What follows belongs to an exercise in optimizing a design on an open flow for small area; a production flow would make more cautious choices. In this exercise RTL edits were held to simulation tests only and were not proved equivalent to the original. The clock port is modelled as an ideal driver; clocking choices that lean on that would not hold on a real chip. No activity file was given, so power comes from the tool's default toggle rates.

==> v34: inputs <==
// am2302_decoder
module am2302_decoder (
    input  wire        clk,
    input  wire        rst_i,
    input  wire        line_i,
    output wire        line_drive_low_o,
    input  wire [31:0] now_ms_i,
    input  wire        reg_we_i,
    input  wire [2:0]  reg_addr_i,
    input  wire [31:0] reg_wdata_i,
    output reg  [31:0] reg_rdata_o,
    output wire        busy_o,
    output wire        done_o
);
    reg [3:0]  st;
    reg [10:0] cnt;
    reg        ge48;
    reg [5:0]  bit_idx;
    reg [39:0] frame;
    reg [31:0] last_ms;
    reg        attempted;
    reg [14:0] hum;
    reg [15:0] temp;
    reg        valid;
    reg [3:0]  result;
    reg        done;
    reg        cmd_err;
    reg        raw_v;
    reg [15:0] raw_hum;
    reg [15:0] raw_temp;
    reg [7:0]  raw_ck;
    integer i;
    reg [7:0] ck_s1, ck_c1, ck_s2, ck_c2, calc_ck;
    reg       ck_cy;
    always @(*) begin
        ck_s1 = raw_hum[15:8] ^ raw_hum[7:0] ^ raw_temp[15:8];
        ck_c1 = {(raw_hum[14:8] & raw_hum[6:0]) | (raw_hum[14:8] & raw_temp[14:8]) |
                 (raw_hum[6:0] & raw_temp[14:8]), 1'b0};
        ck_s2 = ck_s1 ^ ck_c1 ^ raw_temp[7:0];
        ck_c2 = {(ck_s1[6:0] & ck_c1[6:0]) | (ck_s1[6:0] & raw_temp[6:0]) |
                 (ck_c1[6:0] & raw_temp[6:0]), 1'b0};
        ck_cy = 1'b0;
        for (i = 0; i < 8; i = i + 1) begin
            calc_ck[i] = ck_s2[i] ^ ck_c2[i] ^ ck_cy;
            ck_cy = (ck_s2[i] & ck_c2[i]) | (ck_s2[i] & ck_cy) | (ck_c2[i] & ck_cy);
        end
    end
    wire s_ready = (st == 4'd0);
    wire s_rate  = ~st[3] & ~st[2] & ~st[1] & st[0];
    wire s_idle  = ~st[2] & st[1] & ~st[0];
    wire s_start = ~st[2] & st[1] & st[0];
    wire s_ackl  = st[2] & ~st[1] & ~st[0];
    wire s_ackh  = st[2] & ~st[1] & st[0];
    wire s_sync  = st[2] & st[1] & ~st[0];
    wire s_high  = st[2] & st[1] & st[0];
    assign line_drive_low_o = s_start;
    assign busy_o           = ~s_ready;
    assign done_o           = done;
    always @(*) begin
        case (reg_addr_i)
            3'd1:    reg_rdata_o = {10'b0, bit_idx, st, result, 3'b0,
                                    attempted, cmd_err, valid, done, busy_o};
            3'd2:    reg_rdata_o = valid ? {temp, 1'b0, hum} : 32'b0;
            3'd3:    reg_rdata_o = raw_v ? {raw_temp, raw_hum} : 32'b0;
  ...
Settings: LEC_CHECK=0, CAP_MARGIN=20, CORE_MARGIN=2, CORE_UTILIZATION=40, CTS_BUF_LIST=sky130_fd_sc_hd__clkbuf_4 sky130_fd_sc_hd__clkbuf_8, SLEW_MARGIN=20; clock period 10.0 ns.
standard.sh (not shown) runs the stock make flow with config.mk's settings and CLKGATE_MAP_FILE= SYNTH_SCRIPT=/design/flow/synth_recipe.tcl, a recipe that flattens the netlist after the stock synthesis.
==> flow/flow/run.sh <==
#!/bin/bash
# The standard layout (standard.sh), with two changes:
#  * ABC maps the synthesized logic with flow/area.abc (an area-oriented
#    script) instead of ORFS's script; everything else in synthesis,
#    including the registers, is the standard flow's own synthesis script unchanged;
#  * the port buffers are made from the smallest buffer cell (buf_1).
# Each tool's output goes to the ORFS logs; make's output to flow.log.
set -euo pipefail
HERE=$(pwd)
ABC_SCRIPT="$HERE/flow/area.abc"
{
  head -n 1 synth_recipe.tcl
  echo "proc abc {args} { set i [lsearch \$args -script]; lset args [expr {\$i + 1}] $ABC_SCRIPT; yosys abc {*}\$args }"
  tail -n +2 synth_recipe.tcl
} > my_synth.tcl
sed "s#SYNTH_SCRIPT=[^ ]*#SYNTH_SCRIPT=$HERE/my_synth.tcl#" standard.sh > my_standard.sh
export BUFFER_PORTS_ARGS="-buffer_cell sky130_fd_sc_hd__buf_1"
bash my_standard.sh > flow.log 2>&1
==> flow/flow/area.abc <==
strash
dc2
&get -n
&dch -f
&nf -a -p -R 1000
&put
==> v11: changes against v34 <==
--- a/flow/design.v
+++ b/flow/design.v
@@ -10,17 +10,17 @@
     output reg  [31:0] reg_rdata_o,
     output wire        busy_o,
     output wire        done_o
 );
     reg [3:0]  st;
     reg [10:0] cnt;
     reg        ge48;
     reg [5:0]  bit_idx;
-    reg [39:0] frame;
+    reg [38:0] frame;
     reg [31:0] last_ms;
     reg        attempted;
     reg [14:0] hum;
     reg [15:0] temp;
     reg        valid;
     reg [3:0]  result;
     reg        done;
     reg        cmd_err;
@@ -122,27 +122,27 @@
     wire tout = (s_idle & t249) | (s_ackl & t49) | ((s_ackh | s_sync | s_high) & t99);
     wire load_ms = (ctrl_write & (cmd == 2'd2) & s_ready) | (s_rate & rate_ok);
     always @(posedge clk) begin
         if (s_rate || ((s_idle | st[2]) && ev) || (s_start && t1099) || tout)
             cnt <= 11'd0;
         else
             cnt <= {cnt[9:0], ~(cnt[10] ^ cnt[8])};
         if (s_high)
-            ge48 <= ge48 | t47;
+            ge48 <= ge48 | (t47 & ~line_i);
         else
             ge48 <= 1'b0;
-        if (s_high && line_i)
-            frame <= {frame[38:0], bit_value};
+        if (s_high && line_i && !idx40)
+            frame <= {frame[37:0], bit_value};
         if (load_ms)
             last_ms <= now_ms_i;
         if (st == 4'd8) begin
-            raw_hum  <= frame[39:24];
-            raw_temp <= frame[23:8];
-            raw_ck   <= frame[7:0];
+            raw_hum  <= frame[38:23];
+            raw_temp <= frame[22:7];
+            raw_ck   <= {frame[6:0], ge48};
         end
         if (st == 4'd9 && ck_ok) begin
             hum  <= raw_hum[14:0];
             temp <= temp_rec;
         end
         if (rst_i) begin
             st        <= 4'd0;
             bit_idx   <= 6'd0;
==> flow/flow/run.sh (replaced) <==
#!/bin/bash
# The standard layout (standard.sh), with these changes:
#  * ABC maps the synthesized logic with flow/area.abc (deep AIG
#    optimization for 45 s, then area-oriented mapping)
#    instead of ORFS's script; everything else in synthesis,
#    including the registers, is the standard flow's own synthesis script unchanged;
#  * the port buffers are made from the smallest buffer cell (buf_1).
#  * CTS uses a clkbuf_16 root, clkbuf_4 leaves and no dummy loads; after
#    CTS, flow/post_cts.tcl makes each leaf buffer with over 10 sinks a
#    clkbuf_8 (clock-pin slew);
# Each tool's output goes to the ORFS logs; make's output to flow.log.
set -euo pipefail
HERE=$(pwd)
ABC_SCRIPT="$HERE/flow/area.abc"
{
  head -n 1 synth_recipe.tcl
  echo "proc abc {args} { set i [lsearch \$args -script]; lset args [expr {\$i + 1}] $ABC_SCRIPT; yosys abc {*}\$args }"
  tail -n +2 synth_recipe.tcl
} > my_synth.tcl
sed "s#SYNTH_SCRIPT=[^ ]*#SYNTH_SCRIPT=$HERE/my_synth.tcl#" standard.sh > my_standard.sh
export BUFFER_PORTS_ARGS="-buffer_cell sky130_fd_sc_hd__buf_1"
# clock tree: a strong root buffer feeding small leaf buffers, no dummy loads
export CTS_ARGS="-sink_clustering_enable -repair_clock_nets -root_buf sky130_fd_sc_hd__clkbuf_16 -buf_list sky130_fd_sc_hd__clkbuf_4 -dont_use_dummy_load -sink_clustering_size 10 -sink_clustering_max_diameter 60"
export POST_CTS_TCL="$HERE/flow/post_cts.tcl"
bash my_standard.sh > flow.log 2>&1
==> flow/flow/area.abc (replaced) <==
strash
&get -n
&deepsyn -T 45
&put
&get -n
&dch -f
&nf -a -p -R 1000
&put
==> flow/flow/post_cts.tcl (new file) <==
# After CTS: a leaf clock buffer (clkbuf_4) that drives many flip-flops
# would give their clock pins too slow a slew, so make it a clkbuf_8.
set n_up 0
foreach inst [[ord::get_db_block] getInsts] {
  if { [[$inst getMaster] getName] ne "sky130_fd_sc_hd__clkbuf_4" } { continue }
  set net [[$inst findITerm X] getNet]
  if { $net eq "NULL" } { continue }
  set sinks [expr { [llength [$net getITerms]] - 1 }]
  if { $sinks > 10 } {
    replace_cell [get_cells [$inst getName]] sky130_fd_sc_hd__clkbuf_8
    incr n_up
  }
}
puts "post_cts: upsized $n_up leaf clock buffers to clkbuf_8"
if { $n_up > 0 } {
  detailed_placement
  check_placement -verbose
}
CAP_MARGIN = 0   (was 20)
CORE_UTILIZATION = 62   (was 40)
CTS_BUF_LIST = sky130_fd_sc_hd__clkbuf_8   (was sky130_fd_sc_hd__clkbuf_4 sky130_fd_sc_hd__clkbuf_8)
SLEW_MARGIN = 0   (was 20)
==> summary.txt <==
| item | v11 | v34 |
|---|---|---|
| Run status | timing/DRC/antenna clean | timing/DRC/antenna clean |
| Relative contribution of the clock network to total power | 21.8% | 27.6% |
| Reg2Reg Depth | 25 | 33 |
| Count of plain and timing-repair buffers in the layout | 83 | 88 |
| Worst hold slack after final layout | 0.435 ns | 0.446 ns |
| Standard-cell row count | 40 | 51 |
| Combinational power | 253 uW | 329 uW |
| Least-Margin Pin Slew | 1.26 ns | 0.783 ns |
| Gate count after technology mapping | 570 | 604 |
| Starting utilization of the core area | 64.0% | 40.9% |
| Critical Path AT | 8.35 ns | 9.74 ns |
| Maximum vdd ir drop | 133 uV | 86.5 uV |
| Share of the clock period used by the worst path | 80.5% | 93.9% |
| Fraction of synthesized cell area in xor and xnor cells | 4.63% | 6.60% |
| Sum of met2 wire segment lengths after detailed routing | 7850 um | 9400 um |
| R2R Setup Slk | 3.18 ns | 1.74 ns |
| Number of buffers and inverters on the critical path | 6 | 8 |
| Final instance area | 8540 sq um | 9120 sq um |
| Flip-flop and latch share of the layout cell area | 57.2% | 53.9% |

==> separate check: timing with driven ports <==
In the flow no input, the clock included, has a driving cell. The finished layouts below were timed again as built, in two steps. Step 1 sets driving cells, clkbuf_16 on the clock port and buf_2 on the other inputs (assumed; they add their load-dependent delay and slew). Step 2, shift: input delay + t, output delay - t, t = (earliest + latest rising clock arrival at the registers) / 2. This alone moves slack from input paths to output paths. Three values: ideal ports, drivers, drivers and shift; two values: the first two.
run | t (ns) | setup WS [ns] | hold slack, ns | slew at the worst register clock pin (ns)
v34 | 0.491 | 0.614 / 0.622 / 0.131 | 0.446 / 0.446 / 0.446 | 0.09 / 0.09
v11 | 0.407 | 1.946 / 1.955 / 1.548 | 0.435 / 0.435 / 0.435 | 0.11 / 0.11
After both steps setup and hold are still met in every run listed. For v34, which loses most, drivers alone change the setup slack by +0.008 ns; drivers and shift together by -0.483 ns.
